From an optimization exercise on the open Yosys and OpenROAD flow, aimed at small area and a short achievable clock period; shortcuts taken in it are not production practice.
Function was checked by simulation only, so behaviour that the tests miss may differ from the original.
Power is estimated from default activity; no workload was simulated.

==> flow/design.v (excerpt) <==
module wiz_pixel_decoder #(
    parameter N           = 64,
    parameter FRAME_BYTES = 6 * N,
    parameter [7:0] ACK_BYTE = 8'h06
) (
    input  wire                 clk,
    input  wire                 rst,
    input  wire                 rx_valid,
    input  wire [7:0]           rx_data,
    output wire                 rx_ready,
    output wire                 tx_valid,
    output wire [7:0]           tx_data,
    input  wire                 tx_ready,
    output wire                 disp_start,
    input  wire                 disp_done,
    input  wire [$clog2(N)-1:0] s1_raddr,
    input  wire [$clog2(N)-1:0] s2_raddr,
    output reg  [23:0]          s1_rdata,
    output reg  [23:0]          s2_rdata
);
Settings: LEC_CHECK=0, CAP_MARGIN=20, CORE_MARGIN=2, CORE_UTILIZATION=65, CTS_CLUSTER_DIAMETER=90, CTS_CLUSTER_SIZE=28, SETUP_SLACK_MARGIN=3.6, SLEW_MARGIN=20, SYNTH_HIERARCHICAL=1, TNS_END_PERCENT=5; clock period 6.0 ns.
run.sh (not shown) runs the stock make flow with config.mk's settings and CLKGATE_MAP_FILE= SYNTH_SCRIPT=/design/flow/synth_recipe.tcl, a recipe that flattens the netlist after the stock synthesis.
Edit:
SETUP_SLACK_MARGIN = 3.5   (was 3.6)
What happened:
- worst hold slack barely changes
- routed wire length fell by 3.2%
- sequential power is about the same
- fmax fell by 0.51%
- area after synthesis is unchanged
- global-route usage fell by 0.95 points
- synthesized cell count is unchanged
- cell count fell by 0.80%
- non-clock buffer count fell by 70
- power stays flat
Edit:
CORE_ASPECT_RATIO = 0.5   (was not set)
CORE_UTILIZATION = 60   (was 65)
SETUP_SLACK_MARGIN = 3.6   (was 3.5)
TNS_END_PERCENT = 100   (was 5)
Outcome:
- fmax rose by 2.5%
- sequential cell count stays the same
- die area came out higher by about 8%
- final cell count is higher by 4.1%
- power is higher by about 0.65%
- setup slack improves by 65 ps
- non-clock buffer count is higher by 128
- first-iteration DRC count came out higher by about 0.46%
- via count climbs by 1.2%
- global-route usage fell by 2.9 points
- core utilization falls by 3.6 points
Edit:
CORE_ASPECT_RATIO = not set   (was 0.5)
CORE_UTILIZATION = 65   (was 60)
CTS_CLUSTER_DIAMETER = 60   (was 90)
SETUP_SLACK_MARGIN = 3.8   (was 3.6)
TNS_END_PERCENT = 5   (was 100)
Effect:
- The new run finished with timing, DRC and antenna clean
- clock-buffer cell count shrinks by 35
- power rises by 9.0%
- clock power increases by 28%
- global-route usage grows by 8.2 points
- utilization increases by 9.8 points
- design area is higher by about 6%
- routed wire length rises by 16%
- via count went up by about 7%
Edit:
CORE_ASPECT_RATIO = 0.5   (was not set)
CTS_CLUSTER_DIAMETER = 90   (was 60)
SETUP_SLACK_MARGIN = 3.6   (was 3.8)
=> Critical path depth shrinks by 3. Combinational power shrinks by 23%. Wire length shrinks by 17%. Global-route usage shrinks by 6.4 points. Cell count shrinks by 4.5%. Worst setup slack improves by 140 ps. Maximum frequency grows by 5.7%. Synthesized area does not change.
Edit:
CORE_ASPECT_RATIO = not set   (was 0.5)
CORE_UTILIZATION = 55   (was 65)
CTS_CLUSTER_DIAMETER = 60   (was 90)
=> The changed run went through all stages and came out clean. Final area increases by 4.3%. Area after synthesis does not change. Die area increases by 18%. Via count increases by 1.7%. Total power increases by 9.3%. Non-clock buffer count increases by 133. Routed wire length increases by 11%. Clock power increases by 31%. Hold slack barely changes. Worst setup slack got worse by 98 ps.


The RTL this note starts from:
==> flow/design.v <==
module wiz_pixel_decoder #(
    parameter N           = 64,
    parameter FRAME_BYTES = 6 * N,
    parameter [7:0] ACK_BYTE = 8'h06
) (
    input  wire                 clk,
    input  wire                 rst,
    input  wire                 rx_valid,
    input  wire [7:0]           rx_data,
    output wire                 rx_ready,
    output wire                 tx_valid,
    output wire [7:0]           tx_data,
    input  wire                 tx_ready,
    output wire                 disp_start,
    input  wire                 disp_done,
    input  wire [$clog2(N)-1:0] s1_raddr,
    input  wire [$clog2(N)-1:0] s2_raddr,
    output reg  [23:0]          s1_rdata,
    output reg  [23:0]          s2_rdata
);
    localparam CNT_W = $clog2(FRAME_BYTES);
    localparam SB    = 8 * FRAME_BYTES;
    reg             rdy;
    reg             dst;
    reg             wt;
    reg             tv;
    reg [CNT_W-1:0] cnt;       
    reg             last;      
    wire rx_fire = rx_valid && rdy;
    always @(posedge clk) begin
        if (rst) begin
            rdy  <= 1'b1;
            dst  <= 1'b0;
            wt   <= 1'b0;
            tv   <= 1'b0;
            cnt  <= {CNT_W{1'b0}};
            last <= 1'b0;
        end else begin
            dst <= rx_fire && last;
            if (rx_fire) begin
                cnt  <= cnt + 1'b1;
                last <= (cnt == FRAME_BYTES - 2);
                if (last) rdy <= 1'b0;
            end
            if (dst) wt <= 1'b1;
            if (wt && disp_done) begin
                wt <= 1'b0;
                tv <= 1'b1;
            end
            if (tv && tx_ready) begin
                tv   <= 1'b0;
                rdy  <= 1'b1;
                cnt  <= {CNT_W{1'b0}};
                last <= 1'b0;
            end
        end
    end
    assign rx_ready   = rdy;
    assign disp_start = dst;
    assign tx_valid   = tv;
    assign tx_data    = ACK_BYTE;
    reg          sh_en;
    reg [7:0]    sh_d;
    reg [SB-1:0] fb;
    always @(posedge clk) begin
        sh_en <= rx_fire;
        sh_d  <= rx_data;
        if (sh_en)
            fb <= {fb[SB-9:0], sh_d};
    end
    wire [24*N-1:0] strip1 = fb[SB-1 -: 24*N];
    wire [24*N-1:0] strip2 = fb[SB-1-24*N -: 24*N];
    wire [N-1:0] sel1, sel2;
    wire [7:0]   lo1, hi1, lo2, hi2;
    wpd_dec3 u_lo1 (.a(s1_raddr[2:0]), .y(lo1));
    wpd_dec3 u_hi1 (.a(s1_raddr[5:3]), .y(hi1));
    wpd_dec3 u_lo2 (.a(s2_raddr[2:0]), .y(lo2));
    wpd_dec3 u_hi2 (.a(s2_raddr[5:3]), .y(hi2));
    genvar gi, gb;
    generate
        for (gi = 0; gi < N; gi = gi + 1) begin : g_dec
            wpd_nand2 u_s1 (.a(hi1[gi/8]), .b(lo1[gi%8]), .y(sel1[gi]));
            wpd_nand2 u_s2 (.a(hi2[gi/8]), .b(lo2[gi%8]), .y(sel2[gi]));
        end
    endgenerate
    wire [23:0] rd1, rd2;
    generate
        for (gb = 0; gb < 24; gb = gb + 1) begin : g_bit
            wire [N-1:0] col1, col2;
            for (gi = 0; gi < N; gi = gi + 1) begin : g_col
                assign col1[gi] = strip1[24*(N-1-gi) + gb];
                assign col2[gi] = strip2[24*(N-1-gi) + gb];
            end
            wpd_sel64 u_m1 (.sel(sel1), .d(col1), .y(rd1[gb]));
            wpd_sel64 u_m2 (.sel(sel2), .d(col2), .y(rd2[gb]));
        end
    endgenerate
    always @(posedge clk) begin
        s1_rdata <= rd1;
        s2_rdata <= rd2;
    end
endmodule
module wpd_sel64 (
    input  wire [63:0] sel,
    input  wire [63:0] d,
    output wire        y
);
    wire [31:0] m;
    wire [15:0] p;
    wire [3:0]  q;
    genvar g;
    generate
        for (g = 0; g < 32; g = g + 1) begin : g_o2
            wpd_oai22 u (.a1(d[2*g]), .a2(sel[2*g]), .b1(d[2*g+1]), .b2(sel[2*g+1]),
                         .y(m[g]));
        end
        for (g = 0; g < 16; g = g + 1) begin : g_r2
            wpd_nor2 u (.a(m[2*g]), .b(m[2*g+1]), .y(p[g]));
        end
        for (g = 0; g < 4; g = g + 1) begin : g_n4
            wpd_nand4 u (.a(p[4*g]), .b(p[4*g+1]), .c(p[4*g+2]), .d(p[4*g+3]), .y(q[g]));
        end
    endgenerate
    wpd_nor4 u_y (.a(q[0]), .b(q[1]), .c(q[2]), .d(q[3]), .y(y));
endmodule
module wpd_oai22 (
    input  wire a1, a2, b1, b2,
    output wire y
);
    assign y = ~((a1 | a2) & (b1 | b2));
endmodule
module wpd_dec3 (
    input  wire [2:0] a,
    output wire [7:0] y
);
    genvar g;
    generate
        for (g = 0; g < 8; g = g + 1) begin : g_y
            assign y[g] = (a == g);
        end
    endgenerate
endmodule
module wpd_nand2 (
    input  wire a, b,
    output wire y
);
    assign y = ~(a & b);
endmodule
module wpd_nor2 (
    input  wire a, b,
    output wire y
);
    assign y = ~(a | b);
endmodule
module wpd_nand4 (
    input  wire a, b, c, d,
    output wire y
);
    assign y = ~(a & b & c & d);
endmodule
module wpd_nor4 (
    input  wire a, b, c, d,
    output wire y
);
    assign y = ~(a | b | c | d);
endmodule
Settings: LEC_CHECK=0, CAP_MARGIN=20, CORE_ASPECT_RATIO=0.5, CORE_MARGIN=2, CORE_UTILIZATION=65, CTS_CLUSTER_DIAMETER=75, CTS_CLUSTER_SIZE=28, SETUP_SLACK_MARGIN=3.6, SLEW_MARGIN=20, SYNTH_HIERARCHICAL=1, TNS_END_PERCENT=5; clock period 6.0 ns.
Then changed:
- CTS_CLUSTER_DIAMETER: 75 -> 90
=>
- The new run produced a clean layout
- non-clock buffer count is unchanged
- flip-flop and latch count stays the same
- worst setup slack is unchanged
- worst hold slack is unchanged
- power stays the same
- die area stays the same
- via count is unchanged
- synthesized area does not change

## afterwards: timing with drivers on the ports
Ports are ideal in the flow. The routed layouts listed here were re-timed in OpenROAD. Step 1 assumes that a clkbuf_16 drives the clock port and a buf_2 every other input. Step 2 moves the port delays by t, midway between the first and last clock arrival at a register: inputs arrive t later, outputs are due t later. That takes back most of the time a late clock gives input paths. Three values: ideal ports, drivers, drivers and shift; two values: the first two.
run	shift t [ns]	setup WS [ns]	worst setup path after step 2
the first run of note 1	0.891	3.351 / 3.337 / 2.451	input to register
the second run of note 1	0.885	3.338 / 3.335 / 2.454	input to register
the third run of note 1	0.911	3.403 / 3.307 / 2.564	input to register
the fourth run of note 1	0.942	3.298 / 3.286 / 2.344	input to register
the fifth run of note 1	0.908	3.443 / 3.355 / 2.479	input to register
the sixth run of note 1	0.952	3.345 / 3.252 / 2.429	input to register
the first run of note 2	0.893	3.423 / 3.370 / 2.536	input to register
the second run of note 2	0.893	3.423 / 3.370 / 2.536	input to register
After both steps every run listed still meets setup and hold. The setup slack of the fifth run of note 1, which loses most, moves by -0.088 ns with the drivers and by -0.964 ns with both steps.
